Background: an optimization exercise with open tools, aiming at small area, a short achievable clock period and few clock cycles. Do not read the settings as production practice.
Function was checked by simulation only, so behaviour that the tests miss may differ from the original.
Power is estimated from default activity; no workload was simulated.

--- flow/run.sh ---
#!/bin/bash
# The standard layout (the standard.sh: standard synthesis, floorplan,
# placement, CTS, routing), with changes to which cells are chosen only:
# - the port buffers are plain buf_2 cells instead of the delay buffer
#   buffer_ports picks by default;
# - timing repair may swap a cell for one of another footprint;
# - besides the platform's don't-use cells, the slow wide OR / NOR gates
#   (or4 or4b or4bb or3 or3b nor4 nor4b nor4bb and4 and4b and4bb nand4 nand4b nand4bb) are not used, so that wide address decodes map to
#   NAND / NOR trees.
# ORFS's own logs stay under orfs/logs; the make output goes to standard.log.
set -euo pipefail
PLATFORM_DONT_USE="sky130_fd_sc_hd__probe_p_8 sky130_fd_sc_hd__probec_p_8 sky130_fd_sc_hd__lpflow_bleeder_1 sky130_fd_sc_hd__lpflow_clkbufkapwr_1 sky130_fd_sc_hd__lpflow_clkbufkapwr_16 sky130_fd_sc_hd__lpflow_clkbufkapwr_2 sky130_fd_sc_hd__lpflow_clkbufkapwr_4 sky130_fd_sc_hd__lpflow_clkbufkapwr_8 sky130_fd_sc_hd__lpflow_clkinvkapwr_1 sky130_fd_sc_hd__lpflow_clkinvkapwr_16 sky130_fd_sc_hd__lpflow_clkinvkapwr_2 sky130_fd_sc_hd__lpflow_clkinvkapwr_4 sky130_fd_sc_hd__lpflow_clkinvkapwr_8 sky130_fd_sc_hd__lpflow_decapkapwr_12 sky130_fd_sc_hd__lpflow_decapkapwr_3 sky130_fd_sc_hd__lpflow_decapkapwr_4 sky130_fd_sc_hd__lpflow_decapkapwr_6 sky130_fd_sc_hd__lpflow_decapkapwr_8 sky130_fd_sc_hd__lpflow_inputiso0n_1 sky130_fd_sc_hd__lpflow_inputiso0p_1 sky130_fd_sc_hd__lpflow_inputiso1n_1 sky130_fd_sc_hd__lpflow_inputiso1p_1 sky130_fd_sc_hd__lpflow_inputisolatch_1 sky130_fd_sc_hd__lpflow_isobufsrc_1 sky130_fd_sc_hd__lpflow_isobufsrc_16 sky130_fd_sc_hd__lpflow_isobufsrc_2 sky130_fd_sc_hd__lpflow_isobufsrc_4 sky130_fd_sc_hd__lpflow_isobufsrc_8 sky130_fd_sc_hd__lpflow_isobufsrckapwr_16 sky130_fd_sc_hd__lpflow_lsbuf_lh_hl_isowell_tap_1 sky130_fd_sc_hd__lpflow_lsbuf_lh_hl_isowell_tap_2 sky130_fd_sc_hd__lpflow_lsbuf_lh_hl_isowell_tap_4 sky130_fd_sc_hd__lpflow_lsbuf_lh_isowell_4 sky130_fd_sc_hd__lpflow_lsbuf_lh_isowell_tap_1 sky130_fd_sc_hd__lpflow_lsbuf_lh_isowell_tap_2 sky130_fd_sc_hd__lpflow_lsbuf_lh_isowell_tap_4 "
EXTRA_DONT_USE=" sky130_fd_sc_hd__or4_1 sky130_fd_sc_hd__or4_2 sky130_fd_sc_hd__or4_4 sky130_fd_sc_hd__or4b_1 sky130_fd_sc_hd__or4b_2 sky130_fd_sc_hd__or4b_4 sky130_fd_sc_hd__or4bb_1 sky130_fd_sc_hd__or4bb_2 sky130_fd_sc_hd__or4bb_4 sky130_fd_sc_hd__or3_1 sky130_fd_sc_hd__or3_2 sky130_fd_sc_hd__or3_4 sky130_fd_sc_hd__or3b_1 sky130_fd_sc_hd__or3b_2 sky130_fd_sc_hd__or3b_4 sky130_fd_sc_hd__nor4_1 sky130_fd_sc_hd__nor4_2 sky130_fd_sc_hd__nor4_4 sky130_fd_sc_hd__nor4b_1 sky130_fd_sc_hd__nor4b_2 sky130_fd_sc_hd__nor4b_4 sky130_fd_sc_hd__nor4bb_1 sky130_fd_sc_hd__nor4bb_2 sky130_fd_sc_hd__nor4bb_4 sky130_fd_sc_hd__and4_1 sky130_fd_sc_hd__and4_2 sky130_fd_sc_hd__and4_4 sky130_fd_sc_hd__and4b_1 sky130_fd_sc_hd__and4b_2 sky130_fd_sc_hd__and4b_4 sky130_fd_sc_hd__and4bb_1 sky130_fd_sc_hd__and4bb_2 sky130_fd_sc_hd__and4bb_4 sky130_fd_sc_hd__nand4_1 sky130_fd_sc_hd__nand4_2 sky130_fd_sc_hd__nand4_4 sky130_fd_sc_hd__nand4b_1 sky130_fd_sc_hd__nand4b_2 sky130_fd_sc_hd__nand4b_4 sky130_fd_sc_hd__nand4bb_1 sky130_fd_sc_hd__nand4bb_2 sky130_fd_sc_hd__nand4bb_4"
bash standard.sh MATCH_CELL_FOOTPRINT=0 "BUFFER_PORTS_ARGS=-buffer_cell sky130_fd_sc_hd__buf_2" \
    "DONT_USE_CELLS=$PLATFORM_DONT_USE $EXTRA_DONT_USE" finish > standard.log 2>&1
--- standard.sh ---
#!/bin/bash
# synth_recipe.tcl (not shown) runs the flow's synth.tcl, then flattens the netlist and writes it again
# the make line also repeats each setting of config.mk as NAME=value (left out here)
make -C /OpenROAD-flow-scripts/flow DESIGN_CONFIG=/design/flow/config.mk WORK_HOME=/design/flow/orfs CLKGATE_MAP_FILE= SYNTH_SCRIPT=/design/flow/synth_recipe.tcl "${@:-finish}"
--- config.mk ---
export PLATFORM = sky130hd
export DESIGN_NAME = fcsu
export DESIGN_NICKNAME = fcsu
export VERILOG_FILES = /design/flow/design.v
export SDC_FILE = /design/flow/constraint.sdc
export NUM_CORES = 4
export LEC_CHECK = 0
export CAP_MARGIN = 20
export CORE_MARGIN = 2
export CORE_UTILIZATION = 55
export CTS_BUF_LIST = sky130_fd_sc_hd__clkbuf_8
export CTS_CLUSTER_DIAMETER = 60
export CTS_CLUSTER_SIZE = 10
export PLACE_DENSITY = 0.7
export SETUP_SLACK_MARGIN = 4.5
export SLEW_MARGIN = 20
--- constraint.sdc ---
create_clock -name core_clock -period 10.0 [get_ports {clk}]
set_input_delay 2.0000 -clock core_clock [delete_from_list [all_inputs] [get_ports {clk}]]
set_output_delay 2.0000 -clock core_clock [all_outputs]
set_load 0.01 [all_outputs]
--- design.v ---
module fcsu (
    input  wire        clk,
    input  wire        rst,
    input  wire        h_valid,
    output wire        h_ready,
    input  wire        h_write,
    input  wire        h_word,
    input  wire [17:0] h_addr,
    input  wire [31:0] h_wdata,
    output wire        h_done,
    output wire [31:0] h_rdata,
    output reg         in_en,
    output reg         in_we,
    output reg  [3:0]  in_wmask,
    output reg  [11:0] in_addr,
    output reg  [31:0] in_wdata,
    input  wire [31:0] in_rdata,
    output reg         out_en,
    output reg         out_we,
    output reg  [3:0]  out_wmask,
    output reg  [11:0] out_addr,
    output reg  [31:0] out_wdata,
    input  wire [31:0] out_rdata
);
    localparam [3:0] ST_OK        = 4'h0;
    localparam [3:0] ST_EMPTY     = 4'h1;
    localparam [3:0] ST_LEN_MIS   = 4'h2;
    localparam [3:0] ST_UNK_ITEM  = 4'h3;
    localparam [3:0] ST_TRUNC     = 4'h4;
    localparam [3:0] ST_BAD_WIDTH = 4'h5;
    localparam [3:0] ST_TOO_LONG  = 4'h6;
    localparam [3:0] ST_INV_ARG   = 4'h7;
    localparam [3:0] ST_SMP_END   = 4'h8;
    localparam [3:0] ST_NOT_ARMED = 4'h9;
    localparam [3:0] ST_ILLEGAL   = 4'hA;
    localparam [3:0] S_IDLE = 4'd0;    
    localparam [3:0] S_RDB  = 4'd1;    
    localparam [3:0] S_ENC  = 4'd2;    
    localparam [3:0] S_DEC1 = 4'd3;    
    localparam [3:0] S_DEC2 = 4'd4;    
    localparam [3:0] S_NXW  = 4'd5;    
    localparam [3:0] S_NX2  = 4'd6;    
    localparam [3:0] S_ENC0 = 4'd7;    
    localparam [3:0] S_DIV  = 4'd8;    
    reg [3:0]  state;
    reg        mflag;      
    reg        rdv;        
    reg        el;         
    reg        rrg;        
    reg [5:0]  ra;         
    reg [1:0]  lane;       
    reg [31:0] type_r, item_r, tlen_r, hdr_r, width_r, soff_r, slen_r;
    reg [13:0] in_len;
    reg [13:0] out_len;
    reg [3:0]  status;
    reg [15:0] r_hdr;
    reg        r_esc;
    reg [15:0] r_c;        
    reg        m_t;
    reg        m_dec;
    reg        su_armed;
    reg [5:0]  su_width;
    reg [2:0]  su_bps;     
    reg [13:0] su_off;
    reg [13:0] su_count;
    reg [13:0] su_pos;
    reg [31:0] su_sample;
    reg [13:0] su_p;       
    reg        su_rv;      
    function known_item;
        input [15:0] c;
        begin
            known_item = (c == 16'h0000) || (c == 16'h0018) || (c == 16'h0020) ||
                         (c == 16'h0044) || (c == 16'h008A) || (c == 16'h00B8);
        end
    endfunction
    function [1:0] kind_of;
        input [2:0] t;
        begin
            if (!t[2])          kind_of = 2'd0;
            else if (t == 3'd4) kind_of = 2'd1;
            else if (t == 3'd5) kind_of = 2'd2;
            else                kind_of = 2'd3;
        end
    endfunction
    wire        idle    = (state == S_IDLE);
    wire        acc     = h_valid && idle;
    wire        a_reg   = (h_addr[17:8] == 10'd0);
    wire        a_in    = (h_addr[17:14] == 4'b0100) && (h_addr[13:0] < 14'd8196);
    wire        a_out   = (h_addr[17:14] == 4'b1000) && (h_addr[13:0] < 14'd8194);
    wire        a_inw   = (h_addr[17:14] == 4'b0100);
    wire        a_outw  = (h_addr[17:14] == 4'b1000);
    wire        a_fast  = (a_off == 6'h01) || (a_off == 6'h0A) || (a_off == 6'h11) ||
                          (a_off == 6'h13) || (a_off == 6'h16) || (a_off == 6'h18);
    wire [5:0]  a_off   = h_addr[7:2];
    wire        legal   = (h_wdata[31:3] == 29'd0);
    wire [2:0]  opcode  = h_wdata[2:0];
    wire        wr_reg  = acc && h_write && a_reg;
    wire        cmd_go  = wr_reg && (a_off == 6'h00);
    wire        cmd_ok  = cmd_go && legal;
    wire        op_pack = cmd_ok && (opcode == 3'd1);
    wire        op_unp  = cmd_ok && (opcode == 3'd2);
    wire        op_ctrl = cmd_ok && (opcode == 3'd3);
    wire        op_data = cmd_ok && (opcode == 3'd4);
    wire        op_dec  = cmd_ok && (opcode == 3'd5);
    wire        op_strt = cmd_ok && (opcode == 3'd6);
    wire        op_next = cmd_ok && (opcode == 3'd7);
    wire        op_res  = cmd_ok && (opcode != 3'd0) && (opcode <= 3'd4);
    wire        in_wr   = acc && h_write && a_in;
    wire        len_wr  = wr_reg && (a_off == 6'h09);
    wire [31:0] wd = h_wdata & {32{~rst}};
    wire        pack_inv  = (type_r[31:3] != 29'd0) || tlen_r[31];
    wire        pack_esc  = type_r[2] && (tlen_r == 32'd8194);
    wire        pack_long = (tlen_r[31:13] != 19'd0);
    wire        pack_ok   = !pack_inv && (pack_esc || !pack_long);
    wire        up_ok   = (hdr_r[31:16] == 16'd0);
    wire        up_esc  = hdr_r[15] && (hdr_r[12:0] == 13'd0);
    wire        ctrl_inv  = (type_r[31:2] != 30'd0) || !known_item(item_r[15:0]) ||
                            (item_r[31:16] != 16'd0);
    wire        ctrl_long = (in_len > 14'd8187);
    wire        ctrl_ok   = !ctrl_inv && !ctrl_long;
    wire        data_inv  = (type_r[31:3] != 29'd0) || !type_r[2] ||
                            (!type_r[1] && in_len < 14'd2);
    wire        data_esc  = (in_len == 14'd8192);
    wire        data_long = !data_esc && (in_len > 14'd8189);
    wire        data_ok   = !data_inv && !data_long;
    wire        enc_dat   = idle ? (opcode != 3'd3) : mflag;
    wire [13:0] enc_total = in_len + {11'd0, !enc_dat, enc_dat, 1'b0};
    wire        enc_esc   = (opcode != 3'd3) && data_esc;
    wire [15:0] enc_word  = {type_r[2:0], enc_esc ? 13'd0 : enc_total[12:0]};
    wire        enc_ok    = (opcode == 3'd3) ? ctrl_ok : data_ok;
    wire        width_ok  = (width_r[31:6] == 26'd0) && (width_r[5:0] != 6'd0) &&
                            (width_r[5:0] <= 6'd32);
    wire [14:0] win_end   = {1'b0, soff_r[13:0]} + {1'b0, slen_r[13:0]};
    wire        win_bad   = (soff_r[31:14] != 18'd0) || (slen_r[31:14] != 18'd0) ||
                            (win_end > {1'b0, in_len});
    wire        start_ok  = width_ok && !win_bad;
    wire        start_div = (start_b == 2'd3);
    wire [5:0]  width_p7  = width_r[5:0] + 6'd7;
    wire [1:0]  start_b   = width_p7[4:3];           
    reg  [13:0] start_count;
    always @(*) begin
        case (start_b)
            2'd1:    start_count = slen_r[13:0];
            2'd2:    start_count = {1'b0, slen_r[13:1]};
            2'd3:    start_count = slen_r[13:0];    
            default: start_count = {2'b0, slen_r[13:2]};
        endcase
    end
    wire [1:0]  su_o    = su_p[1:0];
    wire        su_span = (su_bps[2] && su_o != 2'd0) ||
                          (su_bps == 3'd3 && su_o[1]) ||
                          (su_bps == 3'd2 && su_o == 2'd3);
    wire        su_oe4  = (su_bps[2] && su_o == 2'd0) ||
                          (su_bps == 3'd3 && su_o == 2'd1) ||
                          (su_bps == 3'd2 && su_o == 2'd2) ||
                          (su_bps == 3'd1 && su_o == 2'd3);
    wire        su_more = su_armed && (su_pos != su_count);
    wire        nx_slow = su_more && (!su_rv || su_span);
    wire [13:0] su_pn   = su_p + {11'd0, su_bps};
    wire [2:0]  rd_type   = m_t ? r_hdr[15:13] : 3'd0;
    wire [1:0]  rd_kind   = kind_of(rd_type);
    wire [15:0] rd_item   = (rd_type[2] && rd_type[1:0] != 2'd0) ? 16'd0 : r_c;
    wire [15:0] rd_seq    = (rd_type == 3'd5) ? r_c : 16'd0;
    wire [13:0] rd_declen = !m_t ? 14'd0 : r_esc ? 14'd8194 : {1'b0, r_hdr[12:0]};
    wire        rd_off4   = !(r_hdr[15] && r_hdr[14]);
    wire [2:0]  rd_boff   = !m_dec ? 3'd0 : rd_off4 ? 3'd4 : 3'd2;
    wire [13:0] rd_blen   = m_dec ? rd_declen - {11'd0, rd_boff} : 14'd0;
    reg [31:0] reg_rdata;
    always @(*) begin
        case (ra)
            6'h02: reg_rdata = type_r;
            6'h03: reg_rdata = item_r;
            6'h04: reg_rdata = tlen_r;
            6'h05: reg_rdata = hdr_r;
            6'h06: reg_rdata = width_r;
            6'h07: reg_rdata = soff_r;
            6'h08: reg_rdata = slen_r;
            6'h09: reg_rdata = {18'd0, in_len};
            6'h0B: reg_rdata = {30'd0, rd_kind};
            6'h0C: reg_rdata = {29'd0, rd_type};
            6'h0D: reg_rdata = {16'd0, rd_item};
            6'h0E: reg_rdata = {16'd0, rd_seq};
            6'h0F: reg_rdata = {29'd0, rd_boff};
            6'h10: reg_rdata = {18'd0, rd_blen};
            6'h12: reg_rdata = {18'd0, rd_declen};
            6'h14: reg_rdata = {10'd0, su_width, 5'd0, su_bps, 7'd0, su_armed};
            6'h15: reg_rdata = {18'd0, su_off};
            6'h17: reg_rdata = {18'd0, su_pos};
            6'h19: reg_rdata = 32'h4643_5301;
            6'h1A: reg_rdata = 32'd8196;
            default: reg_rdata = 32'd0;
        endcase
    end
    wire [63:0] fd = 64'd1 << a_off;
    wire [31:0] fast_rdata =
        ({32{fd[1]}}  & {28'd0, status}) |
        ({32{fd[10]}} & {18'd0, out_len}) |
        ({32{fd[17]}} & {16'd0, r_hdr}) |
        ({32{fd[19]}} & {31'd0, r_esc}) |
        ({32{fd[22]}} & {18'd0, su_count}) |
        ({32{fd[24]}} & su_sample);
    wire        rdb      = (state == S_RDB);
    wire [1:0]  rsel     = rdb ? lane : su_o;
    wire [63:0] rot2     = {in_rdata, in_rdata} >> {rsel, 3'b000};
    wire [31:0] rot      = rot2[31:0];
    wire [7:0]  out_byte = out_rdata[8*lane +: 8];
    wire        enc      = (state == S_ENC);
    wire [11:0] k        = out_len[11:0];
    wire [13:0] k_inc    = out_len + 14'd1;
    wire        enc_last = el;
    wire        el_next  = ({k_inc[11:0], mflag, 1'b0} >= in_len);
    wire        div      = (state == S_DIV);
    wire [2:0]  div_t    = {lane, su_count[13]};
    wire        div_q    = (div_t >= 3'd3);
    wire        div_last = (su_pos[3:0] == 4'd13);
    reg  slow_op;
    always @(*) begin
        case (opcode)
            3'd3:    slow_op = 1'b1;     
            3'd4:    slow_op = 1'b1;
            3'd5:    slow_op = 1'b1;
            3'd6:    slow_op = start_div;
            3'd7:    slow_op = nx_slow;
            default: slow_op = 1'b0;
        endcase
    end
    wire wr_slow   = h_write && (h_addr[17:16] == 2'd0) && (a_off == 6'h00) && slow_op;
    wire rd_slow   = !h_write && (!a_fast || (h_addr[17:13] != 5'd0));
    wire nx_look   = acc && h_write && (a_off == 6'h00) && (opcode == 3'd7);
    wire host_in   = acc && a_inw;
    wire host_sel  = idle && h_addr[16];     
    wire fast_done = acc && !wr_slow && !rd_slow;
    wire real_slow = (op_ctrl && ctrl_ok) || (op_data && data_ok) || op_dec ||
                     (op_next && nx_slow) || (op_strt && start_div);
    wire to_rdb    = acc && (rd_slow || (wr_slow && !real_slow));
    wire nx_step1  = (op_next && su_more && su_rv) || (state == S_NXW && su_rv);
    wire nx_step2  = (state == S_NX2);
    wire nx_fin    = (nx_step1 && !su_span) || nx_step2;
    wire su_fetch  = su_armed && !su_rv && ((idle && !h_addr[16]) || state == S_NXW);
    wire su_fetch2 = nx_look && su_more && su_rv && su_span;    
    wire su_fetch2r = (nx_step1 && su_span);
    reg done_c;
    always @(*) begin
        case (state)
            S_IDLE:  done_c = fast_done;
            S_RDB:   done_c = 1'b1;
            S_ENC:   done_c = enc_last;
            S_DEC2:  done_c = 1'b1;
            S_NXW:   done_c = su_rv && !su_span;
            S_NX2:   done_c = 1'b1;
            S_DIV:   done_c = div_last;
            default: done_c = 1'b0;
        endcase
    end
    assign h_ready = idle;
    assign h_done  = done_c;
    assign h_rdata = !rdb ? ((h_addr[12:8] == 5'd0) ? fast_rdata : 32'd0) :
                     rrg  ? reg_rdata :
                     {24'd0, rdv ? (mflag ? out_byte : rot[7:0]) : 8'd0};
    wire        eng_k    = enc || state == S_ENC0;
    wire [11:0] eng_base = eng_k ? k : su_p[13:2];
    wire        eng_inc  = enc ? mflag : (!eng_k && su_rv);
    reg  [11:0] eng_addr;
    integer b;
    always @(*) begin
        for (b = 0; b < 12; b = b + 1)
            eng_addr[b] = (state != S_DEC1) &&
                          (eng_base[b] ^ (eng_inc && ((eng_base & ((12'd1 << b) - 12'd1)) == ((12'd1 << b) - 12'd1))));
    end
    always @(*) begin
        in_en    = host_in || enc || state == S_ENC0 || state == S_DEC1 ||
                   su_fetch2 || su_fetch;
        in_we    = host_sel && h_write;
        in_wmask = h_word ? 4'hF : (4'b0001 << h_addr[1:0]);
        in_wdata = h_word ? h_wdata : {4{h_wdata[7:0]}};
        in_addr  = host_sel ? h_addr[13:2] : eng_addr;
    end
    always @(*) begin
        out_en    = 1'b0;
        out_we    = enc;
        out_wmask = 4'hF;
        out_addr  = enc ? k : h_addr[13:2];
        out_wdata[15:0]  = (mflag || k == 12'd0) ? r_c : in_rdata[15:0];
        out_wdata[31:16] = mflag ? in_rdata[15:0] : (k == 12'd0) ? item_r[15:0] : in_rdata[31:16];
        if (enc)
            out_en = 1'b1;
        else if (acc && !h_write && a_outw)
            out_en = 1'b1;
    end
    wire [15:0] dec_w    = in_rdata[15:0];
    wire [15:0] dec_c    = in_rdata[31:16];
    wire [2:0]  dec_t    = dec_w[15:13];
    wire        dec_esc  = dec_t[2] && (dec_w[12:0] == 13'd0);
    wire [13:0] dec_decl = dec_esc ? 14'd8194 : {1'b0, dec_w[12:0]};
    wire        dec_sub  = !(dec_t[2] && dec_t[1]);           
    wire        dec2     = (state == S_DEC2);
    wire        dec_empty = (in_len < 14'd2);
    wire        dec_lmis = (in_len != dec_decl);
    wire        dec_trnc = dec_sub && (in_len < 14'd4);
    wire        dec_unk  = dec_sub && (dec_t != 3'd5) && !known_item(dec_c);
    wire        dec_ok   = !dec_empty && !dec_lmis && !dec_trnc && !dec_unk;
    always @(posedge clk) begin
        if (rst) begin
            state <= S_IDLE;
        end else begin
            case (state)
                S_IDLE: begin
                    if (to_rdb)                     state <= S_RDB;
                    if (op_ctrl && ctrl_ok)         state <= S_ENC;
                    if (op_data && data_ok)         state <= S_ENC0;
                    if (op_dec)                     state <= S_DEC1;
                    if (op_next && su_more)
                        state <= !su_rv ? S_NXW : su_span ? S_NX2 : S_IDLE;
                    if (op_strt && start_div)       state <= S_DIV;
                end
                S_ENC0:  state <= S_ENC;
                S_ENC:   if (enc_last) state <= S_IDLE;
                S_DEC1:  state <= S_DEC2;
                S_NXW:   if (su_rv) state <= su_span ? S_NX2 : S_IDLE;
                S_DIV:   if (div_last) state <= S_IDLE;
                default: state <= S_IDLE;
            endcase
        end
    end
    always @(posedge clk) begin
        if (op_ctrl || op_data)
            el <= (opcode == 3'd3) ? (in_len == 14'd0) : (in_len <= 14'd2);
        else if (enc)
            el <= el_next;
        if (acc)
            mflag <= op_data || (!h_write && a_out);
        if (acc) begin
            rdv <= !h_write && (a_in || a_out);
            rrg <= !h_write && a_reg;
            ra  <= a_off;
        end
        if (acc || div)
            lane <= acc ? (h_addr[1:0] & {2{!h_write}}) : div_q ? div_t[1:0] - 2'd3 : div_t[1:0];
    end
    always @(posedge clk) begin
        if (rst || (wr_reg && a_off == 6'h02)) type_r  <= wd;
        if (rst || (wr_reg && a_off == 6'h03)) item_r  <= wd;
        if (rst || (wr_reg && a_off == 6'h04)) tlen_r  <= wd;
        if (rst || (wr_reg && a_off == 6'h05)) hdr_r   <= wd;
        if (rst || (wr_reg && a_off == 6'h06)) width_r <= wd;
        if (rst || (wr_reg && a_off == 6'h07)) soff_r  <= wd;
        if (rst || (wr_reg && a_off == 6'h08)) slen_r  <= wd;
        if (rst || (len_wr && h_wdata <= 32'd8196)) in_len <= wd[13:0];
    end
    always @(posedge clk) begin
        if (rst || op_ctrl || op_data || enc)
            out_len <= (rst || !enc) ? 14'd0 : enc_last ? enc_total : k_inc;
    end
    reg [3:0] st_nx;
    reg       st_ld;
    always @(*) begin
        st_ld = 1'b1;
        st_nx = ST_OK;
        if (cmd_go && !legal)
            st_nx = ST_ILLEGAL;
        else if (cmd_go) begin
            case (opcode)
                3'd1: st_nx = pack_inv ? ST_INV_ARG : pack_ok ? ST_OK : ST_TOO_LONG;
                3'd2: st_nx = up_ok ? ST_OK : ST_INV_ARG;
                3'd3: st_nx = ctrl_inv ? ST_INV_ARG : ctrl_long ? ST_TOO_LONG : ST_OK;
                3'd4: st_nx = data_inv ? ST_INV_ARG : data_long ? ST_TOO_LONG : ST_OK;
                3'd5: st_ld = 1'b0;
                3'd6: st_nx = !width_ok ? ST_BAD_WIDTH : win_bad ? ST_INV_ARG : ST_OK;
                3'd7: begin
                    st_nx = !su_armed ? ST_NOT_ARMED : ST_SMP_END;
                    st_ld = !su_more;
                end
                default: st_nx = ST_OK;
            endcase
        end else if (dec2)
            st_nx = dec_empty ? ST_EMPTY : dec_lmis ? ST_LEN_MIS :
                    dec_trnc ? ST_TRUNC : dec_unk ? ST_UNK_ITEM : ST_OK;
        else if (nx_fin)
            st_nx = ST_OK;
        else
            st_ld = 1'b0;
    end
    always @(posedge clk) begin
        if (rst || st_ld) status <= st_nx & {4{~rst}};
    end
    always @(posedge clk) begin
        if (rst || op_res || dec2) begin
            r_hdr <= 16'd0; r_esc <= 1'b0; m_t <= 1'b0; m_dec <= 1'b0;
            if (!rst) begin
                if (op_pack && pack_ok) begin
                    r_hdr <= {type_r[2:0], pack_esc ? 13'd0 : tlen_r[12:0]};
                    r_esc <= pack_esc;
                end
                if (op_unp && up_ok) begin
                    r_hdr <= hdr_r[15:0];
                    r_esc <= up_esc;
                    m_t   <= 1'b1;
                end
                if ((op_ctrl || op_data) && enc_ok) begin
                    r_hdr <= enc_word;
                    r_esc <= enc_esc;
                end
                if (dec2 && dec_ok) begin
                    r_hdr <= dec_w;
                    r_esc <= dec_esc;
                    m_t   <= 1'b1;
                    m_dec <= 1'b1;
                end
            end
        end
    end
    always @(posedge clk) begin
        if (rst || op_res || dec2 || enc) begin
            r_c <= 16'd0;
            if (!rst) begin
                if ((op_ctrl || op_data) && enc_ok)
                    r_c <= enc_word;
                if (dec2 && dec_ok && dec_sub)
                    r_c <= dec_c;
                if (enc && !enc_last)
                    r_c <= in_rdata[31:16];
            end
        end
    end
    wire su_dis = in_wr || len_wr;
    always @(posedge clk) begin
        if (rst || su_dis || op_strt)
            su_armed <= !rst && !su_dis && start_ok;
        if (rst || op_strt) begin
            su_width <= (start_ok && !rst) ? width_r[5:0] : 6'd0;
            su_bps   <= (start_ok && !rst) ? width_p7[5:3] : 3'd0;
            su_off   <= (start_ok && !rst) ? soff_r[13:0] : 14'd0;
            su_count <= (start_ok && !rst) ? start_count : 14'd0;
        end else if (div)
            su_count <= {su_count[12:0], div_q};
        if (rst || op_strt || nx_fin || div)
            su_pos <= (rst || op_strt || (div && div_last)) ? 14'd0 : su_pos + 14'd1;
        if (op_strt || nx_fin)
            su_p <= op_strt ? soff_r[13:0] : su_pn;
        if (rst || op_strt || su_fetch || in_en || (nx_fin && su_oe4))
            su_rv <= !rst && !op_strt && (su_fetch || su_fetch2r);
    end
    integer i;
    always @(posedge clk) begin
        for (i = 0; i < 4; i = i + 1) begin
            if (rst || op_strt || nx_step1 || (nx_step2 && i + su_o >= 4 && i < su_bps))
                su_sample[8*i +: 8] <= (!rst && !op_strt && i < su_bps &&
                                        (nx_step2 || i + su_o < 4)) ? rot[8*i +: 8] : 8'd0;
        end
    end
endmodule
==> run notes <==
kinds of logic (layout without fill, tap and decap cells):
kind of cell	count (synthesis)	count (layout)	synth area share (%)
muxes	127	127	7.173
adders and majority gates	58	58	2.982
and+or+nand+nor	922	923	17.20
AOI/OAI and AO/OA	619	619	17.64
DFF	406	406	47.95
other	1	6	0.01480
xor gates and xnor gates	98	98	3.387
buffers and inverters	219	474	3.653
power groups by stage:
stage	Combinational [uW]	Clock, uW	Sequential (uW)
5_1_grt	876	1260	2170
2_1_floorplan	491	0	2090
3_3_place_gp	747	0	2190
6_report	841	1220	2180
3_5_place_dp	763	0	2200
4_1_cts	788	1200	2160
metal layers:
layer / part of all wire (%) / GRT usage [%]
met5: 0.035 / 0
met4: 6.7 / 24.80
met3: 17 / 19.60
met2: 41 / 69.95
met1: 35 / 65.73
through the flow:
stage	worst slack, ps	hold slack [ps]	instances	instance area (um2)
after floorplan	4489	531.0	2453	25370
after global placement	3721	652.4	3189	27080
after detailed placement	3729	668.2	3190	27090
after CTS	4495	623.9	3281	28550
after global routing	4419	659.8	3309	29050
final	4386	654.2	3311	29050
registers in the layout, indices dropped and copies added, names as in the netlist, 16 cells and up:
signal and cells:
hdr_r 32, item_r 32, slen_r 32, soff_r 32, su_sample 32, tlen_r 32, type_r 32, width_r 32
r_c 16, r_hdr 16
layout by cell type, fill, tap and decap left out, types with 25 or more instances in the layout:
| master | n |
|---|---|
| edfxtp_1 | 402 |
| nand2_1 | 257 |
| buf_2 | 242 |
| nor2_1 | 238 |
| a21oi_1 | 101 |
| nand3_1 | 97 |
| o21ai_0 | 92 |
| buf_4 | 85 |
| nor2b_1 | 76 |
| and3_1 | 58 |
| xnor2_1 | 58 |
| nor3_1 | 57 |
| a22oi_1 | 57 |
| a22o_1 | 56 |
| ha_1 | 54 |
| inv_1 | 53 |
| clkbuf_8 | 51 |
| mux2i_1 | 48 |
| a21o_1 | 40 |
| mux4_2 | 40 |
| xor2_1 | 39 |
| mux2_2 | 37 |
| nand2b_1 | 30 |
| a211oi_1 | 26 |
| a222oi_1 | 25 |
tightest hold or removal path: stages (launching register included):
cell and delay [ps]:
dfxtp_2 390, nand3_1 150, a21oi_1 80
final timing paths:
| path | from | endpoint | slack, ps | depth (start not counted) |
|---|---|---|---|---|
| hold / removal | state[3] | state[3] | 650 | 2 |
| hold reg to reg | state[3] | state[3] | 650 | 2 |
| setup / recovery | ra[4] | h_rdata[5] | 4390 | 9 |
| setup reg to reg | slen_r[2] | su_count[1] | 4760 | 17 |
what timing repair did:
| action | in CTS | in global routing |
|---|---|---|
| setup endpoints to repair | 74 | 37 |
| hold buffers | 0 | 0 |
| gates resized for setup | 82 | 72 |
| pin swaps | 8 | 14 |
| buffers inserted | 22 | 24 |
| cloned | 0 | 4 |
layout make-up:
type,count,area [um2]
multi-input combinational,1829,12830
inverter,55,214.0
fill,3656,16430
antenna,2,5.005
clock buffer,51,701.9
tap,600,750.7
timing repair buffer,350,2195
clock inverter,18,197.7
sequential,406,12160
==> impl_metrics.env <==
export IMPL_setup_violations=0
export IMPL_timing_fmax_mhz=178.1
export IMPL_peakVddDrop_mv=0.1835
export IMPL_gp_congestion=1.094
export IMPL_syn_to_final_growth_pct=14.63
export IMPL_synthDominantCellAreaShare_pct=47.63
export IMPL_portBuffers=248
export IMPL_crit_arrival_ps=3610
export IMPL_status="complete, no violations"
export IMPL_seq_power_share_pct=51.4
export IMPL_async_flop_share_pct=0
export IMPL_htreeDepth=2
export IMPL_final_setup_skew_ps=29.36
export IMPL_clock_latency_ps=680
export IMPL_antenna_found_initial=8
export IMPL_final_core_util_pct=63.88
export IMPL_grt_pass1_vias=21889
export IMPL_grt_pass1_wl_mm=164.9
export IMPL_layout_nets=2870
export IMPL_synth_area_um2=25340
export IMPL_drt_iter0_drc=4826
export IMPL_ys_top_cells_by_count="edfxtp_1 (402), nand2_1 (259), nor2_1 (248), clkbuf_1 (113), a21oi_1 (103)"
export IMPL_cts_root_buffer="clkbuf_8"
export IMPL_combinationalPowerShare_pct=19.9
export IMPL_switchingPower_uw=1372
export IMPL_synth_seq_cells=406
export IMPL_die_area_um2=47810
export IMPL_ant_nets=0
export IMPL_tns_ps=0
export IMPL_relSlewSlack_pct=13.16
export IMPL_vias=24319
export IMPL_crit_required_ps=8000
export IMPL_routedWlPerCell_um=36.61
export IMPL_path_class="flip-flop to output pin"
export IMPL_hp_class="flip-flop to flip-flop"
export IMPL_critical_path_cell_chain="or2_4 -> or2_4 -> nor2_1 -> buf_6 -> a222oi_1 -> o2111ai_1 -> a21oi_2 -> o221ai_1 -> buf_2"
export IMPL_swShare_pct=32.39
export IMPL_synth_ff_type="edfxtp_1"
export IMPL_cts_max_path_buffers=3
export IMPL_hold_viol=0
export IMPL_grt_max_degree=53
export IMPL_grt_overflow_total=0
export IMPL_numCtsBuffers=51
export IMPL_p_leak_uw=0.01106
export IMPL_rsz0062_at_grt="yes"
export IMPL_core_um2=45480
export IMPL_path_common_cell="or2_4"
export IMPL_report_final_slew_viol_count=0
export IMPL_layout_drive_gt1_share_pct=22.63
export IMPL_placementRows=78
export IMPL_vias_per_cell=7.345
export IMPL_grt_usage_pct=49.44
export IMPL_synth_top_area_cell="edfxtp_1"
export IMPL_fin_crit_ps=5614
export IMPL_yosysMostFrequentCell="edfxtp_1"
export IMPL_critical_path_top_delay_family="compound AO/OA/AOI/OAI gates"
export IMPL_cts_tree="done"
export IMPL_worst_path_buf_inv=2
export IMPL_dp_hpwl_mm=90.60
export IMPL_synth_distinct_cells=76
export IMPL_cts_clk_slew_worst_paths_ps=80
export IMPL_netlist_top_cells_area="edfxtp_1 (48%), nand2_1 (3.8%), nor2_1 (3.7%), mux4_2 (3.6%), ha_1 (2.7%)"
export IMPL_synth_cells=2450
export IMPL_clkPwrFrac_pct=28.7
export IMPL_endpoint_kind="output pin"
export IMPL_num_io_pins=253
export IMPL_fin_crit_sh_pct=56.14
export IMPL_power_uw=4235
export IMPL_clock_sinks=406
export IMPL_start_util_pct=55.73
export IMPL_syn_avg_cell_area_um2=10.34
export IMPL_crit_path_start_kind="flip-flop"
export IMPL_die_y_um=218.7
export IMPL_p_per_area_nw_per_um2=145.8
export IMPL_cp_max_fo=23
export IMPL_die_w_um=218.7
export IMPL_critPathSlowestCell="a222oi_1"
export IMPL_drv_cap=0
export IMPL_cpPeakStageDelay_ps=710
export IMPL_drc=0
export IMPL_worstMarginPinSlew_ps=1300
export IMPL_ys_seq_area_share_pct=47.95
export IMPL_firstDrtPassIters=12
export IMPL_synth_edf_count=402
export IMPL_finalWirelength_mm=121.2
export IMPL_ys_warn_count=1
export IMPL_power_internal_uw=2863
Testbench counts, summed over its fixed seeds: cycles 126,997.

==> separate check: timing with driven ports <==
The results above use ideal ports. As a check the final layout listed here was re-extracted and re-timed, cells and wires unchanged. Step 1: set_driving_cell puts a clkbuf_16 on clk and a buf_2 on each other input, an assumption about the parent block. Step 2, shift: input delay + t, output delay - t, t = (earliest + latest rising clock arrival at the registers) / 2. This alone moves slack from input paths to output paths. Slacks: ideal ports / drivers / drivers and shift; pairs: ideal ports / drivers.
t (ns): 0.730
setup WS [ns]: 4.386 / 4.326 / 4.092
worst hold slack (ns): 0.654 / 0.654 / 0.654
pins driven straight from the clock port: 1
After both steps this run still meets setup and hold. For this run, drivers alone change the setup slack by -0.060 ns; drivers and shift together by -0.294 ns.
